Context: an optimization exercise on an open-source flow, tuned for a short achievable clock period and few clock cycles. The choices shown serve that exercise and are no tape-out recipe. No functional check of the RTL was part of any run shown here. Power is estimated from default activity; no workload was simulated.

**design/flow/flow/run.sh**
```bash
#!/bin/bash
# Layout flow: the standard synthesis unchanged, then the standard ORFS
# steps with port buffers that the resizer may size freely.
set -euo pipefail
W="$(pwd)"
bash "$W/standard.sh" synth > "$W/make_synth.log" 2>&1
bash "$W/standard.sh" \
    MATCH_CELL_FOOTPRINT=0 \
    "BUFFER_PORTS_ARGS=-buffer_cell sky130_fd_sc_hd__buf_4" \
    finish > "$W/make_layout.log" 2>&1
```
**design/flow/standard.sh**
```bash
#!/bin/bash
# synth_recipe.tcl (not shown) runs the flow's synth.tcl, then flattens the netlist and writes it again
# the make line also repeats each setting of config.mk as NAME=value (left out here)
make -C /OpenROAD-flow-scripts/flow DESIGN_CONFIG=/design/flow/config.mk WORK_HOME=/design/flow/orfs CLKGATE_MAP_FILE= SYNTH_SCRIPT=/design/flow/synth_recipe.tcl "${@:-finish}"
```
**design/flow/config.mk**
```make
export PLATFORM = sky130hd
export DESIGN_NAME = cm0_dbgctl
export DESIGN_NICKNAME = cm0_dbgctl
export VERILOG_FILES = /design/flow/design.v
export SDC_FILE = /design/flow/constraint.sdc
export NUM_CORES = 4
export LEC_CHECK = 0
export CAP_MARGIN = 20
export CORE_MARGIN = 2
export CORE_UTILIZATION = 40
export SETUP_SLACK_MARGIN = 3.3
export SLEW_MARGIN = 20
```
**design/flow/constraint.sdc**
```tcl
create_clock -name core_clock -period 5.0 [get_ports {clk}]
set_input_delay 1.0000 -clock core_clock [delete_from_list [all_inputs] [get_ports {clk}]]
set_output_delay 1.0000 -clock core_clock [all_outputs]
set_load 0.01 [all_outputs]
```
**design/flow/design.v**
```verilog
module cm0_dbgctl #(
    parameter integer P_POLL_LIMIT = 100
) (
    input  wire        clk,
    input  wire        rst,            
    input  wire        cmd_valid,
    output wire        cmd_ready,
    input  wire [31:0] cmd_word,
    input  wire [31:0] cmd_arg,
    output reg         resp_valid,
    output reg  [2:0]  resp_status,
    output reg  [31:0] resp_data,
    output reg  [7:0]  resp_err,
    output wire        bus_req,
    output wire        bus_we,
    output wire [31:0] bus_addr,
    output wire [31:0] bus_wdata,
    input  wire        bus_ack,
    input  wire [31:0] bus_rdata,
    input  wire        bus_err,
    input  wire [7:0]  bus_err_code
);
    localparam [2:0] ST_OK          = 3'd0;
    localparam [2:0] ST_TIMEOUT     = 3'd1;
    localparam [2:0] ST_TRANSPORT   = 3'd2;
    localparam [2:0] ST_UNSUPPORTED = 3'd3;
    localparam [2:0] ST_ILLEGAL     = 3'd4;
    localparam [3:0] OP_RDREG    = 4'h1;
    localparam [3:0] OP_WRREG    = 4'h2;
    localparam [3:0] OP_HALT     = 4'h3;
    localparam [3:0] OP_RUN      = 4'h4;
    localparam [3:0] OP_STEP     = 4'h5;
    localparam [3:0] OP_WAITH    = 4'h6;
    localparam [3:0] OP_BPUNITS  = 4'h7;
    localparam [3:0] OP_BPEN     = 4'h8;
    localparam [3:0] OP_SETBP    = 4'h9;
    localparam [3:0] OP_ENBP     = 4'hA;
    localparam [3:0] OP_DISBP    = 4'hB;
    localparam [3:0] OP_BASICREG = 4'hC;
    localparam [9:0] S_NONE  = 10'b0_0_0_0_0_0_0_0_0_0;
    localparam [9:0] S_WSEL  = 10'b1_1_1_0_1_0_0_0_0_0;    
    localparam [9:0] S_WDAT  = 10'b1_1_0_1_1_0_0_0_0_0;    
    localparam [9:0] S_WCTL  = 10'b1_1_0_0_1_0_0_0_0_0;    
    localparam [9:0] S_RDAT  = 10'b1_0_0_1_1_0_0_1_0_0;    
    localparam [9:0] S_P16   = 10'b1_0_0_0_1_1_0_0_0_0;    
    localparam [9:0] S_P17   = 10'b1_0_0_0_1_1_1_0_0_0;    
    localparam [9:0] S_RBP   = 10'b1_0_0_0_0_0_0_0_1_0;    
    localparam [9:0] S_P16B  = 10'b1_0_0_0_1_1_0_0_0_1;    
    localparam [9:0] S_WBP   = 10'b1_1_0_0_0_0_0_0_0_0;    
    localparam [9:0] S_WCMP  = 10'b1_1_0_1_0_0_0_0_0_0;    
    function [9:0] step;
        input [3:0] op;
        input [2:0] i;
        begin
            step = S_NONE;
            case (op)
                OP_RDREG: case (i)
                    3'd0: step = S_WSEL;
                    3'd1: step = S_P16;
                    3'd2: step = S_RDAT;
                    default: step = S_NONE;
                endcase
                OP_WRREG: case (i)
                    3'd0: step = S_WSEL;
                    3'd1: step = S_P16;
                    3'd2: step = S_WDAT;
                    3'd3: step = S_P16;
                    default: step = S_NONE;
                endcase
                OP_HALT: case (i)
                    3'd0: step = S_WCTL;
                    3'd1: step = S_WSEL;
                    3'd2: step = S_P16;
                    3'd3: step = S_RDAT;
                    default: step = S_NONE;
                endcase
                OP_RUN: case (i)
                    3'd0: step = S_WCTL;
                    default: step = S_NONE;
                endcase
                OP_STEP: case (i)
                    3'd0: step = S_WCTL;
                    3'd1: step = S_P17;
                    3'd2: step = S_WSEL;
                    3'd3: step = S_P16;
                    3'd4: step = S_RDAT;
                    default: step = S_NONE;
                endcase
                OP_WAITH: case (i)
                    3'd0: step = S_P17;
                    default: step = S_NONE;
                endcase
                OP_BPUNITS: case (i)
                    3'd0: step = S_RBP;
                    3'd1: step = S_P16B;
                    default: step = S_NONE;
                endcase
                OP_BPEN: case (i)
                    3'd0: step = S_WBP;
                    3'd1: step = S_P17;
                    default: step = S_NONE;
                endcase
                OP_SETBP: case (i)
                    3'd0: step = S_WCMP;
                    3'd1: step = S_P17;
                    default: step = S_NONE;
                endcase
                default: step = S_NONE;
            endcase
        end
    endfunction
    reg        ready_q;        
    reg        req_q;          
    reg        we_q, a2_q, a3_q, ae_q;           
    reg        poll_q, pbit_q, rd8_q, rdbp_q, bpo_q;
    reg        last_q;         
    reg [3:0]  op_q;           
    reg [2:0]  idx_q;          
    reg [6:0]  cnt_q;          
    reg        tc_q;           
    reg [31:0] wd_q;           
    reg [31:0] wd2_q;          
    reg [3:0]  bpl_q;          
    assign cmd_ready = ready_q;
    assign bus_req   = req_q;
    assign bus_we    = we_q;
    assign bus_addr  = {16'hE000, ae_q, ae_q, 1'b1, 1'b0, ae_q, ae_q, 1'b0, ae_q,
                        ae_q, ae_q, ae_q, ae_q, a3_q, a2_q, 2'b00};
    assign bus_wdata = wd_q;
    wire [3:0] c_op  = cmd_word[3:0];
    wire [4:0] c_reg = cmd_word[8:4];
    wire       c_en  = cmd_word[12];
    wire [2:0] c_sel = cmd_word[18:16];
    wire z_31_19 = (cmd_word[31:19] == 13'd0);
    wire z_18_16 = (cmd_word[18:16] == 3'd0);
    wire z_15_13 = (cmd_word[15:13] == 3'd0);
    wire z_12    = !cmd_word[12];
    wire z_11_9  = (cmd_word[11:9] == 3'd0);
    wire z_8_4   = (cmd_word[8:4] == 5'd0);
    wire z_31_13 = z_31_19 && z_18_16 && z_15_13;
    reg c_legal;
    always @(*) begin
        case (c_op)
            OP_RDREG, OP_WRREG:          c_legal = z_31_13 && z_12 && z_11_9;
            OP_BPEN:                     c_legal = z_31_13 && z_11_9 && z_8_4;
            OP_BASICREG:                 c_legal = z_31_19 && z_15_13 && z_12 && z_11_9 && z_8_4;
            OP_HALT, OP_RUN, OP_STEP, OP_WAITH, OP_BPUNITS,
            OP_SETBP, OP_ENBP, OP_DISBP: c_legal = z_31_13 && z_12 && z_11_9 && z_8_4;
            default:                     c_legal = 1'b0;
        endcase
    end
    wire c_bus   = (c_op >= OP_RDREG) && (c_op <= OP_SETBP);
    wire c_unsup = (c_op == OP_ENBP) || (c_op == OP_DISBP);
    wire c_start = c_legal && c_bus;           
    reg [31:0] c_wdata;        
    always @(*) begin
        case (c_op)
            OP_RDREG: c_wdata = {27'd0, c_reg};
            OP_WRREG: c_wdata = {15'd0, 1'b1, 11'd0, c_reg};
            OP_HALT:  c_wdata = 32'hA05F_0003;
            OP_STEP:  c_wdata = 32'hA05F_000D;
            OP_BPEN:  c_wdata = {30'd0, 1'b1, c_en};
            OP_SETBP: c_wdata = 32'hC000_0001 | (cmd_arg & 32'h1FFF_FFFC);
            default:  c_wdata = 32'hA05F_0000;
        endcase
    end
    reg [3:0] c_basic;
    always @(*) begin
        case (c_sel)
            3'd0: c_basic = 4'd0;
            3'd1: c_basic = 4'd1;
            3'd2: c_basic = 4'd2;
            3'd3: c_basic = 4'd3;
            3'd4: c_basic = 4'd9;
            3'd5: c_basic = 4'd15;
            3'd6: c_basic = 4'd14;
            default: c_basic = 4'd13;
        endcase
    end
    wire [9:0] c_first  = step(c_op, 3'd0);
    wire [9:0] c_second = step(c_op, 3'd1);
    wire bit_seen = pbit_q ? bus_rdata[17] : bus_rdata[16];
    wire good     = bus_ack && !bus_err && (!poll_q || bit_seen);    
    wire fin      = bus_ack && (bus_err || (poll_q && !bit_seen && tc_q) ||
                                ((!poll_q || bit_seen) && last_q));
    wire [2:0] n_idx  = idx_q + 3'd1;
    wire [9:0] h_step = step(op_q, idx_q);           
    wire [9:0] n_step = step(op_q, n_idx);           
    wire [9:0] n_next = step(op_q, idx_q + 3'd2);
    wire [9:0] d_step = ready_q ? c_first  : (good ? n_step : h_step);
    wire       d_last = ready_q ? !c_second[9] : (good ? !n_next[9] : last_q);
    always @(posedge clk) begin
        if (rst) begin
            ready_q    <= 1'b1;
            req_q      <= 1'b0;
            resp_valid <= 1'b0;
        end else if (ready_q) begin
            if (cmd_valid) begin
                ready_q    <= !c_start;
                req_q      <= c_start;
                resp_valid <= !c_start;
            end
        end else begin
            ready_q    <= fin;
            req_q      <= !fin;
            resp_valid <= fin;
        end
    end
    always @(posedge clk) begin
        {we_q, a2_q, a3_q, ae_q, poll_q, pbit_q, rd8_q, rdbp_q, bpo_q} <= d_step[8:0];
        last_q <= d_last;
    end
    always @(posedge clk) begin
        if (ready_q) begin
            op_q   <= c_op;
            idx_q  <= 3'd0;
            wd2_q  <= (c_op == OP_WRREG) ? cmd_arg : 32'h0000_000F;
        end else if (good) begin
            idx_q  <= n_idx;
        end
    end
    always @(posedge clk) begin
        if (rst)
            wd_q <= 32'd0;
        else if (ready_q)
            wd_q <= c_wdata;
        else if (bus_ack)
            wd_q <= wd2_q;
    end
    always @(posedge clk) begin
        if (ready_q || good) begin
            cnt_q <= 7'd0;
            tc_q  <= 1'b0;
        end else if (bus_ack) begin
            cnt_q <= cnt_q + 7'd1;
            tc_q  <= (cnt_q == P_POLL_LIMIT - 2);
        end
    end
    always @(posedge clk)
        if (rdbp_q)
            bpl_q <= bus_rdata[7:4];
    always @(posedge clk) begin
        if (rst) begin
            resp_status <= ST_OK;
            resp_data   <= 32'd0;
            resp_err    <= 8'd0;
        end else if (ready_q) begin
            if (cmd_valid) begin
                resp_status <= !c_legal ? ST_ILLEGAL : (c_unsup ? ST_UNSUPPORTED : ST_OK);
                resp_data   <= {28'd0, (c_legal && c_op == OP_BASICREG) ? c_basic : 4'd0};
                resp_err    <= 8'd0;
            end
        end else begin
            resp_status <= {1'b0, bus_err, !bus_err && poll_q && !bit_seen};
            resp_err    <= bus_err ? bus_err_code : 8'd0;
            if (rd8_q && !bus_err)
                resp_data <= bus_rdata;
            else if (bpo_q && !bus_err && bit_seen)
                resp_data <= {28'd0, bpl_q};
            else
                resp_data <= 32'd0;
        end
    end
endmodule
```
==> reports/qor.yml, run 1 <==
status: "timing/DRC/antenna clean"
synth_seq_cells: 139
cp_max_fo: 4
dpl.hpwl_um: 14400
p_leak_uw: 0.00447
synth_top_family_by_area: "simple AND/OR/NAND/NOR gates"
synth_top_area_share_pct: 28.7
cap_viol_max_count: 0
rsz0062_at_grt: "true"
crit_required_ns: 5.31
synthArstFlopShare_pct: 0
ys_types: 63
synth_cells: 779
clockBufferDepth: 2
wl_per_cell_um: 19.1
final_common_cell: "buf_4"
start_kind: "primary input"
regToRegStartpoint: "idx_q[1]"
final_cell_mix: "buf_4, buf_6, nor2_1"
postSynthAreaPerCell_um2: 8.77
layout.nets: 1132
path_class: "primary input to register"
r2r_end: "ae_q"
synth_fa_ha_area_share_pct: 1.65
dieArea_mm2: 0.0181
synthSimpleGateAreaFrac_pct: 20.6
timing.final.crit_share_pct: 52.6
min_path_type: "register to register"
finalSetupViolations: 0
grt_pass1_vias: 6640
die_w_um: 135
finalSetupTns_ns: 0
dp.cells: 1127
netlist_area_mm2: 0.00683
grt-ovfl-total: 0
synth_edf_count: 41
grt_util_all_layers_pct: 24.9
cts_buffers: 17
n_antenna_cell: 0
ff2ff_path_depth: 8
power_density_mw_per_mm2: 254
portBuffers: 198
seqPwrFrac_pct: 42.7
worstMarginPinSlew_ns: 0.916
internal-power_uw: 2090
synthFlopType: "dfxtp_1"
ant_nets: 0
rows: 47
antenna_found_initial: 0
p_clk_share_pct: 44.9
crit_path_end_kind: "register"
drc: 0
fillCellCount: 1342
routed-via-count: 6803
die_y_um: 135
areaGrowthSynthToFinish_pct: 60.8
drv_slew: 0
clockRootBuffer: "clkbuf_16"
r2r_slack_ns: 3.10
grt_pass1_wl_um: 35400
final_layout_size_suffix_gt1_share_pct: 51.0
min_period_ns: 2.63
comb_power_share_pct: 12.4
ys_seq_area_share_pct: 46.7
multi_input_area_mm2: 0.00382
critical_path.endpoint: "ready_q"
max_freq_mhz: 380
yosysWarnings: 1
synth_largest_area_cell: "dfxtp_1"
cts_tree: "yes"
core_area_mm2: 0.0166
drtIter0Drc: 425
dr.pass1.iters: 5
utilization_pct: 66.0
synth_compound_area_share_pct: 20.0
fin_skew_ns: 0.0133
muxShareOfSynthArea_pct: 0.751
num_io_pins: 220
irDropWorstVdd_uv: 245
relSlewSlack_pct: 38.9
initial_core_util_pct: 41.1
arrival_ns: 2.94
htree_levels: 4
path_clk_slew_ns: 0.06
hold_viol: 0
seq_area_mm2: 0.00331
worstSkewPairLatency_ns: 0.43
stdcell_count: 1247
vias_per_cell: 5.46
cts.sink_count: 139
startpoint: "cmd_word[7]"
p_sw_share_pct: 25.1
grt_max_degree: 82
gp_congestion: 0.826
synth_xor_area_share_pct: 1.54
p_switching_uw: 700
netlist_top_cells_area: "dfxtp_1, edfxtp_1, nor2_1, a21oi_1, a22oi_1"
wl_um: 23800
==> cell usage after synthesis, types with 4 or more instances <==
library cell  count
a211oi_1         15
a21oi_1          69
a221oi_1          5
a22oi_1          46
a31oi_1           6
a32oi_1           7
and2_1           32
buf_4            32
clkbuf_1         57
dfxtp_1          98
edfxtp_1         41
ha_1              9
inv_1            29
mux2i_1           4
nand2_1          35
nand2b_1         15
nand3_1           9
nand3b_1          4
nand4_1           4
nor2_1          100
nor2b_1          10
nor3_1           38
nor4_1            4
o21ai_0          16
o21ai_1           7
o22ai_1           4
o31ai_1           4
or2_1             4
or2_2             4
or3_1             5
xnor2_1           8
xor2_1            4
==> logic make-up after synthesis <==
group           Yosys count
simple gates            282
fa+ha+maj                 9
mux                       5
buf+inv                 123
compound gates          207
flops                   139
other cells               2
xor+xnor                 12
==> stage by stage <==
stage               area, um2  hold slack [ns]  setup slack (ns)  power, uW
floorplan                7310            0.461              2.20       1370
global route            11000            0.516              2.33       2870
CTS                     10400            0.489              2.41       2770
finish                  11000            0.487              2.37       2790
detailed placement       8480            0.479              1.92       1470
global placement         8470            0.473              2.00       1470
==> registers in the layout (all words and copies together) (netlist names), 3 cells and up <==
name         cells
resp_data       32
wd2_q           32
wd_q            32
resp_err         8
cnt_q            7
bpl_q            4
op_q             4
idx_q            3
resp_status      3
==> per-layer routing <==
| layer | part of all wire, % | wire length (um) | track usage, % |
|---|---|---|---|
| met5 | 0 | 0 | 0 |
| met4 | 1.9 | 441 | 7.84 |
| met3 | 6.8 | 1620 | 6.57 |
| met2 | 50 | 11900 | 42.8 |
| met1 | 41 | 9860 | 30.5 |
==> repair_timing <==
action / in CTS / in global routing
gates resized for setup: 269 / 59
pin swaps: 35 / 50
cloned: 4 / 5
setup buffers: 56 / 23
hold buffers: 0 / 0
endpoints found under the setup margin: 204 / 195
==> power by group through the flow <==
stage	sequential, uW	clock (uW)	combinational, uW
2_1_floorplan	1210	0	157
3_3_place_gp	1220	0	247
3_5_place_dp	1220	0	250
4_1_cts	1190	1260	312
5_1_grt	1190	1310	369
6_report	1190	1250	345
==> worst min-delay path by stage <==
| stage | to | cells after the start | start |
|---|---|---|---|
| finish | resp_valid | 2 | resp_valid |
| global route | tc_q | 2 | tc_q |
| CTS | resp_valid | 2 | resp_valid |
| detailed placement | tc_q | 2 | tc_q |
| global placement | wd_q[4] | 2 | wd_q[4] |
| floorplan | tc_q | 2 | tc_q |
==> critical path, cell delays in order <==
cell,delay (ns)
buf_6,0.09
or4_4,0.56
or3b_1,0.38
a21oi_2,0.19
o2111ai_2,0.16
o21a_1,0.24
or3_1,0.31
==> area by class of cell <==
class	instances	area share, %
Sequential cell	139	30.2
Tap cell	220	2.51
Multi-Input combinational cell	539	34.8
Clock buffer	21	4.29
Clock inverter	11	0.957
Inverter	30	1.20
Timing Repair Buffer	287	26.1
==> run 2: changes to the inputs <==
--- a/design/flow/design.v
+++ b/design/flow/design.v
@@ -38,4 +38,5 @@
     localparam [3:0] OP_DISBP    = 4'hB;
     localparam [3:0] OP_BASICREG = 4'hC;
+    localparam integer SW = 10;
     localparam [9:0] S_NONE  = 10'b0_0_0_0_0_0_0_0_0_0;
     localparam [9:0] S_WSEL  = 10'b1_1_1_0_1_0_0_0_0_0;    
@@ -114,7 +115,5 @@
     reg        we_q, a2_q, a3_q, ae_q;           
     reg        poll_q, pbit_q, rd8_q, rdbp_q, bpo_q;
-    reg        last_q;         
-    reg [3:0]  op_q;           
-    reg [2:0]  idx_q;          
+    reg [SW-1:0] q1, q2, q3, q4;                 
     reg [6:0]  cnt_q;          
     reg        tc_q;           
@@ -132,25 +131,22 @@
     wire       c_en  = cmd_word[12];
     wire [2:0] c_sel = cmd_word[18:16];
-    wire z_31_19 = (cmd_word[31:19] == 13'd0);
-    wire z_18_16 = (cmd_word[18:16] == 3'd0);
-    wire z_15_13 = (cmd_word[15:13] == 3'd0);
-    wire z_12    = !cmd_word[12];
-    wire z_11_9  = (cmd_word[11:9] == 3'd0);
-    wire z_8_4   = (cmd_word[8:4] == 5'd0);
-    wire z_31_13 = z_31_19 && z_18_16 && z_15_13;
-    reg c_legal;
-    always @(*) begin
-        case (c_op)
-            OP_RDREG, OP_WRREG:          c_legal = z_31_13 && z_12 && z_11_9;
-            OP_BPEN:                     c_legal = z_31_13 && z_11_9 && z_8_4;
-            OP_BASICREG:                 c_legal = z_31_19 && z_15_13 && z_12 && z_11_9 && z_8_4;
-            OP_HALT, OP_RUN, OP_STEP, OP_WAITH, OP_BPUNITS,
-            OP_SETBP, OP_ENBP, OP_DISBP: c_legal = z_31_13 && z_12 && z_11_9 && z_8_4;
-            default:                     c_legal = 1'b0;
-        endcase
-    end
-    wire c_bus   = (c_op >= OP_RDREG) && (c_op <= OP_SETBP);
-    wire c_unsup = (c_op == OP_ENBP) || (c_op == OP_DISBP);
-    wire c_start = c_legal && c_bus;           
+    wire nz_h = |cmd_word[31:19];
+    wire nz_s = |cmd_word[18:16];
+    wire nz_m = |cmd_word[15:13];
+    wire nz_e = cmd_word[12];
+    wire nz_c = |cmd_word[11:9];
+    wire nz_r = |cmd_word[8:4];
+    wire o_rw  = (c_op == OP_RDREG) || (c_op == OP_WRREG);
+    wire o_en  = (c_op == OP_BPEN);
+    wire o_bas = (c_op == OP_BASICREG);
+    wire o_uns = (c_op == OP_ENBP) || (c_op == OP_DISBP);
+    wire o_fix = (c_op == OP_HALT) || (c_op == OP_RUN) || (c_op == OP_STEP) ||
+                 (c_op == OP_WAITH) || (c_op == OP_BPUNITS) || (c_op == OP_SETBP);
+    wire c_base  = !nz_h && !nz_m && !nz_c;
+    wire c_start = c_base && !nz_s &&
+                   ((o_rw && !nz_e) || (o_en && !nz_r) || (o_fix && !nz_e && !nz_r));
+    wire c_legal = c_start ||
+                   (c_base && !nz_e && !nz_r && ((o_bas) || (o_uns && !nz_s)));
+    wire c_basok = c_base && !nz_e && !nz_r && o_bas;
     reg [31:0] c_wdata;        
     always @(*) begin
@@ -178,16 +174,8 @@
         endcase
     end
-    wire [9:0] c_first  = step(c_op, 3'd0);
-    wire [9:0] c_second = step(c_op, 3'd1);
     wire bit_seen = pbit_q ? bus_rdata[17] : bus_rdata[16];
     wire good     = bus_ack && !bus_err && (!poll_q || bit_seen);    
     wire fin      = bus_ack && (bus_err || (poll_q && !bit_seen && tc_q) ||
-                                ((!poll_q || bit_seen) && last_q));
-    wire [2:0] n_idx  = idx_q + 3'd1;
-    wire [9:0] h_step = step(op_q, idx_q);           
-    wire [9:0] n_step = step(op_q, n_idx);           
-    wire [9:0] n_next = step(op_q, idx_q + 3'd2);
-    wire [9:0] d_step = ready_q ? c_first  : (good ? n_step : h_step);
-    wire       d_last = ready_q ? !c_second[9] : (good ? !n_next[9] : last_q);
+                                ((!poll_q || bit_seen) && !q1[SW-1]));
     always @(posedge clk) begin
         if (rst) begin
@@ -208,15 +196,28 @@
     end
     always @(posedge clk) begin
-        {we_q, a2_q, a3_q, ae_q, poll_q, pbit_q, rd8_q, rdbp_q, bpo_q} <= d_step[8:0];
-        last_q <= d_last;
+        if (rst) begin
+            {we_q, a2_q, a3_q, ae_q, poll_q, pbit_q, rd8_q, rdbp_q, bpo_q} <= 9'd0;
+        end else if (ready_q) begin
+            {we_q, a2_q, a3_q, ae_q, poll_q, pbit_q, rd8_q, rdbp_q, bpo_q} <= step(c_op, 3'd0);
+        end else if (good) begin
+            {we_q, a2_q, a3_q, ae_q, poll_q, pbit_q, rd8_q, rdbp_q, bpo_q} <= q1[SW-2:0];
+        end
     end
     always @(posedge clk) begin
         if (ready_q) begin
-            op_q   <= c_op;
-            idx_q  <= 3'd0;
-            wd2_q  <= (c_op == OP_WRREG) ? cmd_arg : 32'h0000_000F;
+            q1 <= step(c_op, 3'd1);
+            q2 <= step(c_op, 3'd2);
+            q3 <= step(c_op, 3'd3);
+            q4 <= step(c_op, 3'd4);
         end else if (good) begin
-            idx_q  <= n_idx;
-        end
+            q1 <= q2;
+            q2 <= q3;
+            q3 <= q4;
+            q4 <= S_NONE;
+        end
+    end
+    always @(posedge clk) begin
+        if (ready_q)
+            wd2_q <= (c_op == OP_WRREG) ? cmd_arg : 32'h0000_000F;
     end
     always @(posedge clk) begin
@@ -247,6 +248,6 @@
         end else if (ready_q) begin
             if (cmd_valid) begin
-                resp_status <= !c_legal ? ST_ILLEGAL : (c_unsup ? ST_UNSUPPORTED : ST_OK);
-                resp_data   <= {28'd0, (c_legal && c_op == OP_BASICREG) ? c_basic : 4'd0};
+                resp_status <= !c_legal ? ST_ILLEGAL : (o_uns ? ST_UNSUPPORTED : ST_OK);
+                resp_data   <= {28'd0, c_basok ? c_basic : 4'd0};
                 resp_err    <= 8'd0;
             end
==> reports/qor.yml, run 2 <==
wl_um: 22200
dieArea_mm2: 0.0176
synth_seq_cells: 148
cpPeakStageDelay_ns: 0.55
finalSetupTns_ns: 0
ant_nets: 0
synth_edf_count: 53
cts_buffers: 17
grt-ovfl-total: 0
clockRootBuffer: "clkbuf_16"
n_antenna_cell: 0
drtIter0Drc: 346
synth_largest_area_cell: "dfxtp_1"
crit_required_ns: 5.26
irDropWorstVdd_uv: 239
rows: 46
fin_skew_ns: 0.00655
grt_util_all_layers_pct: 24.0
placedInstanceArea_mm2: 0.00846
path_class: "primary input to register"
fin_area_mm2: 0.0108
min_period_ns: 2.36
synth_top_area_share_pct: 28.8
ys_seq_area_share_pct: 52.9
drc: 0
grt_pass1_wl_um: 33000
postSynthAreaPerCell_um2: 9.26
dpl.hpwl_um: 12900
timing.final.crit_share_pct: 47.2
antenna_found_initial: 0
clockBufferDepth: 2
cp_top_family: "simple AND/OR/NAND/NOR gates"
yosysWarnings: 1
status: "timing/DRC/antenna clean"
wl_per_cell_um: 18.7
synthFlopType: "dfxtp_1"
core_area_mm2: 0.0160
synthArstFlopShare_pct: 0
path_clk_slew_ns: 0.06
yosysMostFrequentCell: "nor2_1"
cp_common_cell: "buf_6"
rsz0062_at_grt: "true"
cap_viol_max_count: 0
hold_buffers: 0
min_path_type: "register to register"
layout.nets: 1072
final_layout_size_suffix_gt1_share_pct: 52.4
power_density_mw_per_mm2: 267
crit_slowest_cell: "or4_4"
p_leak_uw: 0.00452
final_common_cell: "buf_4"
portBuffers: 198
worstSkewPairLatency_ns: 0.41
ys_types: 54
cts_tree: "yes"
netlist_top_cells_area: "dfxtp_1, edfxtp_1, nor2_1, a21oi_1, a22oi_1"
cts.sink_count: 148
netlist_top_cells_count: "nor2_1, dfxtp_1, a21oi_1, edfxtp_1, clkbuf_1"
dr.pass1.iters: 5
htree_levels: 4
worstMarginPinSlew_ns: 0.565
drv_slew: 0
start_kind: "primary input"
num_io_pins: 220
die_w_um: 133
hold_viol: 0
finalSetupViolations: 0
crit_path_end_kind: "register"
die_y_um: 133
worst-path-buf-inv: 3
cp_cell_sequence: "buf_6, or4_4, buf_4, buf_6, nor2_4, o311ai_1, a311oi_1, a2111oi_0"
cp_max_fo: 3
top_regs: "resp_data: 32 flops, wd2_q: 32 flops, wd_q: 32 flops"
fin_hold_ws_ns: 0.496
grt_pass1_vias: 6073
routed-via-count: 6198
fillCellCount: 1302
relSlewSlack_pct: 62.3
synth_cells: 714
max_freq_mhz: 424
gp_congestion: 0.823
vias_per_cell: 5.21
initial_core_util_pct: 41.3
arrival_ns: 2.61
netlist_area_mm2: 0.00661
final_cell_mix: "buf_4, nor2_1, buf_6"
grt_max_degree: 84
areaGrowthSynthToFinish_pct: 62.8
==> run 2: changes by cell type in the layout (fill, tap and decap cells not counted), sizes merged, moves of 7 or more <==
cell | previous run | this run
a22oi | 46 | 37
or2 | 11 | 4
ha | 9 | 2
a211oi | 15 | 7
edfxtp | 41 | 53
o21ai | 23 | 13
nor2 | 101 | 110
==> run 2: area by class of cell <==
| class | instances | area (um2) | share of cell area, % |
|---|---|---|---|
| Sequential cell | 148 | 3600 | 33.5 |
| Multi-Input combinational cell | 470 | 3230 | 30.0 |
| Timing Repair Buffer | 286 | 2890 | 26.9 |
| Clock buffer | 27 | 567 | 5.27 |
| Tap cell | 216 | 270 | 2.51 |
| Inverter | 37 | 155 | 1.44 |
| Clock inverter | 5 | 32.5 | 0.302 |
| Timing Repair inverter | 1 | 11.3 | 0.105 |
==> run 2: routing by layer <==
metal / wire (um) / vias up / track usage [%]
met4: 177 / 0 / 6.57
met2: 11600 / 279 / 43.3
met3: 1510 / 15 / 5.59
met1: 8920 / 2961 / 28.7
li1: - / 2943 / -
met5: 0 / - / 0
==> run 2: repair_timing <==
action / CTS / global route
cloned: 8 / 3
pin swaps: 29 / 13
resized for setup: 238 / 26
setup buffers: 64 / 15
endpoints found under the setup margin: 247 / 191
==> run 2: cell families after synthesis <==
kind of cell / share of synthesized area, %
AND/OR/NAND/NOR: 18.7
AO/OA/AOI/OAI: 16.6
flip-flops: 52.9
buffers and inverters: 8.63
multiplexers: 1.61
XOR/XNOR: 1.06
adder cells (fa/ha/maj): 0.379
other: 0.114
==> run 2: tightest hold or removal path: cells and delay by family (launching register included) <==
family / cells / cell delay (ns)
buffers and inverters: 1 / 0.05
DFF: 1 / 0.33
AOI/OAI and AO/OA: 1 / 0.06
==> run 2: power by group <==
group	switching [uW]	total (uW)	internal [uW]
combinational	153	325	172
clock	491	1270	778
sequential	12.4	1280	1260
==> run 2: through the flow <==
| step | instances | worst slack (ns) | total power [uW] | util (%) |
|---|---|---|---|---|
| after CTS | 1172 | 2.64 | 2870 | 65.4 |
| after global routing | 1190 | 2.60 | 2960 | 67.3 |
| after global placement | 1067 | 2.14 | 1540 | 52.7 |
| final | 1190 | 2.64 | 2870 | 67.3 |
| after floorplan | 733 | 2.43 | 1440 | - |
| after detailed placement | 1068 | 2.09 | 1540 | 52.9 |
==> run 2: worst paths after layout <==
check	start	endpoint	slack [ns]	cells past startpoint
hold reg to reg	resp_status[0]	resp_status[0]	0.50	2
setup reg to reg	pbit_q	resp_data[2]	3.21	6
setup / recovery	cmd_word[4]	resp_status[2]	2.64	8
hold / removal	resp_status[0]	resp_status[0]	0.50	2
==> run 3: changes to the inputs <==
==> design/flow/flow/run.sh (replaced) <==
#!/bin/bash
# Layout flow: the standard synthesis unchanged, then the standard ORFS
# steps with port buffers that the resizer may size freely and a shallow
# clock tree of large buffers.
set -euo pipefail
W="$(pwd)"
bash "$W/standard.sh" synth > "$W/make_synth.log" 2>&1
bash "$W/standard.sh" \
    MATCH_CELL_FOOTPRINT=0 \
    "BUFFER_PORTS_ARGS=-buffer_cell sky130_fd_sc_hd__buf_4" \
    "CTS_ARGS=-sink_clustering_enable -sink_clustering_size 40 -sink_clustering_max_diameter 400 -buf_list sky130_fd_sc_hd__clkbuf_16 -root_buf sky130_fd_sc_hd__clkbuf_16 -repair_clock_nets" \
    finish > "$W/make_layout.log" 2>&1
==> reports/qor.yml, run 3 <==
status: "timing/DRC/antenna clean"
dpl.hpwl_um: 12900
synthFlopType: "dfxtp_1"
crit_required_ns: 5.26
core_area_mm2: 0.0160
rows: 46
n_antenna_cell: 0
layout.nets: 1077
rsz0062_at_grt: "true"
drc: 0
gp_congestion: 0.823
final_layout_size_suffix_gt1_share_pct: 53.0
start_kind: "primary input"
htree_levels: 4
synth_largest_area_cell: "dfxtp_1"
timing.final.crit_share_pct: 47.6
finalSetupTns_ns: 0
ant_nets: 0
fin_skew_ns: 0.00728
drv_slew: 0
finalSetupViolations: 0
cts.sink_count: 148
synth_xor_area_share_pct: 1.06
irDropWorstVdd_uv: 235
die_w_um: 133
min_period_ns: 2.38
num_io_pins: 220
postSynthAreaPerCell_um2: 9.26
clockRootBuffer: "clkbuf_16"
vias_per_cell: 5.17
relSlewSlack_pct: 55.0
dr.pass1.iters: 7
drtIter0Drc: 442
cp_max_fo: 3
final_common_cell: "buf_4"
muxShareOfSynthArea_pct: 1.61
wl_um: 22500
grt_pass1_wl_um: 33000
synth_fa_ha_area_share_pct: 0.379
final_cell_mix: "buf_4, buf_6, nor2_1"
synth_cells: 714
synth_top_family_by_area: "simple AND/OR/NAND/NOR gates"
cts_buffers: 17
p_leak_uw: 0.00455
grt_util_all_layers_pct: 24.1
wl_per_cell_um: 18.9
portBuffers: 198
yosysMostFrequentCell: "nor2_1"
netlist_area_mm2: 0.00661
crit_path_end_kind: "register"
ys_types: 54
synth_seq_cells: 148
grt_max_degree: 84
netlist_top_cells_count: "nor2_1, dfxtp_1, a21oi_1, edfxtp_1, clkbuf_1"
dieArea_mm2: 0.0176
synthSimpleGateAreaFrac_pct: 18.7
initial_core_util_pct: 41.3
path_class: "primary input to register"
grt_pass1_vias: 6094
max_freq_mhz: 420
arrival_ns: 2.64
stdcell_count: 1195
top_regs: "resp_data: 32 flops, wd2_q: 32 flops, wd_q: 32 flops"
power_density_mw_per_mm2: 259
synth_top_area_share_pct: 28.8
cap_viol_max_count: 0
dp.cells: 1068
clockBufferDepth: 2
netlist_top_cells_area: "dfxtp_1, edfxtp_1, nor2_1, a21oi_1, a22oi_1"
antenna_found_initial: 0
worstMarginPinSlew_ns: 0.675
grt-ovfl-total: 0
synthArstFlopShare_pct: 0
min_path_type: "register to register"
ys_seq_area_share_pct: 52.9
synth_edf_count: 53
hold_viol: 0
worstSkewPairLatency_ns: 0.42
routed-via-count: 6184
die_y_um: 133
cts_tree: "yes"
yosysWarnings: 1
synth_compound_area_share_pct: 16.6
areaGrowthSynthToFinish_pct: 63.9
path_clk_slew_ns: 0.06
-- run 3: cell types whose count changed in the layout (fill, tap and decap cells not counted), sizes merged --
cell / delta
inv: +4
clkinv: +4
clkbuf: -7
buf: +4
-- run 3: metrics by stage --
stage | hold slack, ns | power (uW) | instance area (um2) | utilization (%) | setup slack, ns
floorplan | 0.463 | 1440 | 7360 | - | 2.43
global placement | 0.454 | 1540 | 8440 | 52.7 | 2.14
detailed placement | 0.456 | 1540 | 8460 | 52.9 | 2.09
CTS | 0.467 | 2800 | 10500 | 65.4 | 2.64
global route | 0.523 | 2890 | 10800 | 67.7 | 2.59
finish | 0.499 | 2810 | 10800 | 67.7 | 2.62
-- run 3: routing by layer --
metal,track usage [%],routed length (um),up-vias,part of all wire [%]
met5,0,0,-,0
met4,7.23,279,0,1.2
met3,5.59,1460,24,6.5
met2,42.7,11700,243,52
met1,28.9,9140,2961,41
li1,-,-,2956,-
-- run 3: final timing paths --
| path | depth (start not counted) | to | slack [ns] | start |
|---|---|---|---|---|
| hold reg to reg | 2 | wd_q[14] | 0.50 | wd_q[14] |
| setup / recovery | 8 | resp_status[2] | 2.62 | cmd_word[4] |
| setup reg to reg | 6 | resp_data[2] | 3.22 | pbit_q |
| hold / removal | 2 | wd_q[14] | 0.50 | wd_q[14] |
-- run 3: power by group --
part	switching, uW	leakage, uW	internal (uW)
sequential	12.5	0.00142	1260
combinational	154	0.00284	174
clock	491	0.000291	710
total	658	0.00455	2150
-- run 3: logic make-up (layout without fill, tap and decap cells) --
logic type,count (synthesis),count (layout)
and+or+nand+nor,255,259
xor gates and xnor gates,8,8
other,2,21
adders and majority gates,2,2
muxes,10,10
buffers and inverters,119,361
DFF,148,148
AOI/OAI and AO/OA,170,170
-- run 3: final cells by class --
cell class,instances,area (um2)
clock inverter,12,58.8
clock buffer,20,500
inverter,37,155
sequential,148,3600
multi-input combinational,470,3260
fill,1290,5170
timing repair buffer,290,2960
tap,216,270
timing repair inverter,2,27.5
-- run 3: critical path, stage by stage --
cell and delay (ns):
buf_6 0.10, or4_4 0.55, buf_4 0.16, buf_6 0.12, nor2_4 0.09, o311ai_1 0.14
a311oi_1 0.33, a2111oi_0 0.15
-- run 3: timing repair --
action                     in CTS  in global routing
gates cloned                    8                  4
hold buffers                    0                  0
buffers inserted               67                 16
pin swaps                      29                 14
hold endpoints to repair        0                  0
resized for setup             240                 36
setup endpoints to repair     247                192

==> port drivers added, routing unchanged <==
No port has a modelled driver above. Below, the same layouts with a new extraction and two added sets of constraints. Step 1 assumes that a clkbuf_16 drives the clock port and a buf_2 every other input. Step 2 adds t to the input delays and takes it off the output delays; t is the mean of the earliest and latest rising clock arrival at the registers after step 1. Input paths then give back, and output paths get back, about the clock's delay inside the block. Three values: no drivers, after step 1, after step 2; two values: the first two.
run | t (ns) | slack for setup (ns) | worst setup path after step 2 | slew at the worst register clock pin (ns) | cell pins on the clock port's net
run 1 | 0.470 | 2.371 / 2.385 / 1.915 | input to register | 0.07 / 0.07 | 1
run 2 | 0.458 | 2.641 / 2.583 / 2.125 | input to register | 0.06 / 0.06 | 1
run 3 | 0.464 | 2.621 / 2.586 / 2.122 | input to register | 0.06 / 0.06 | 1
After both steps setup and hold are still met in every run listed. The setup slack of run 2, which loses most, moves by -0.058 ns with the drivers and by -0.516 ns with both steps.
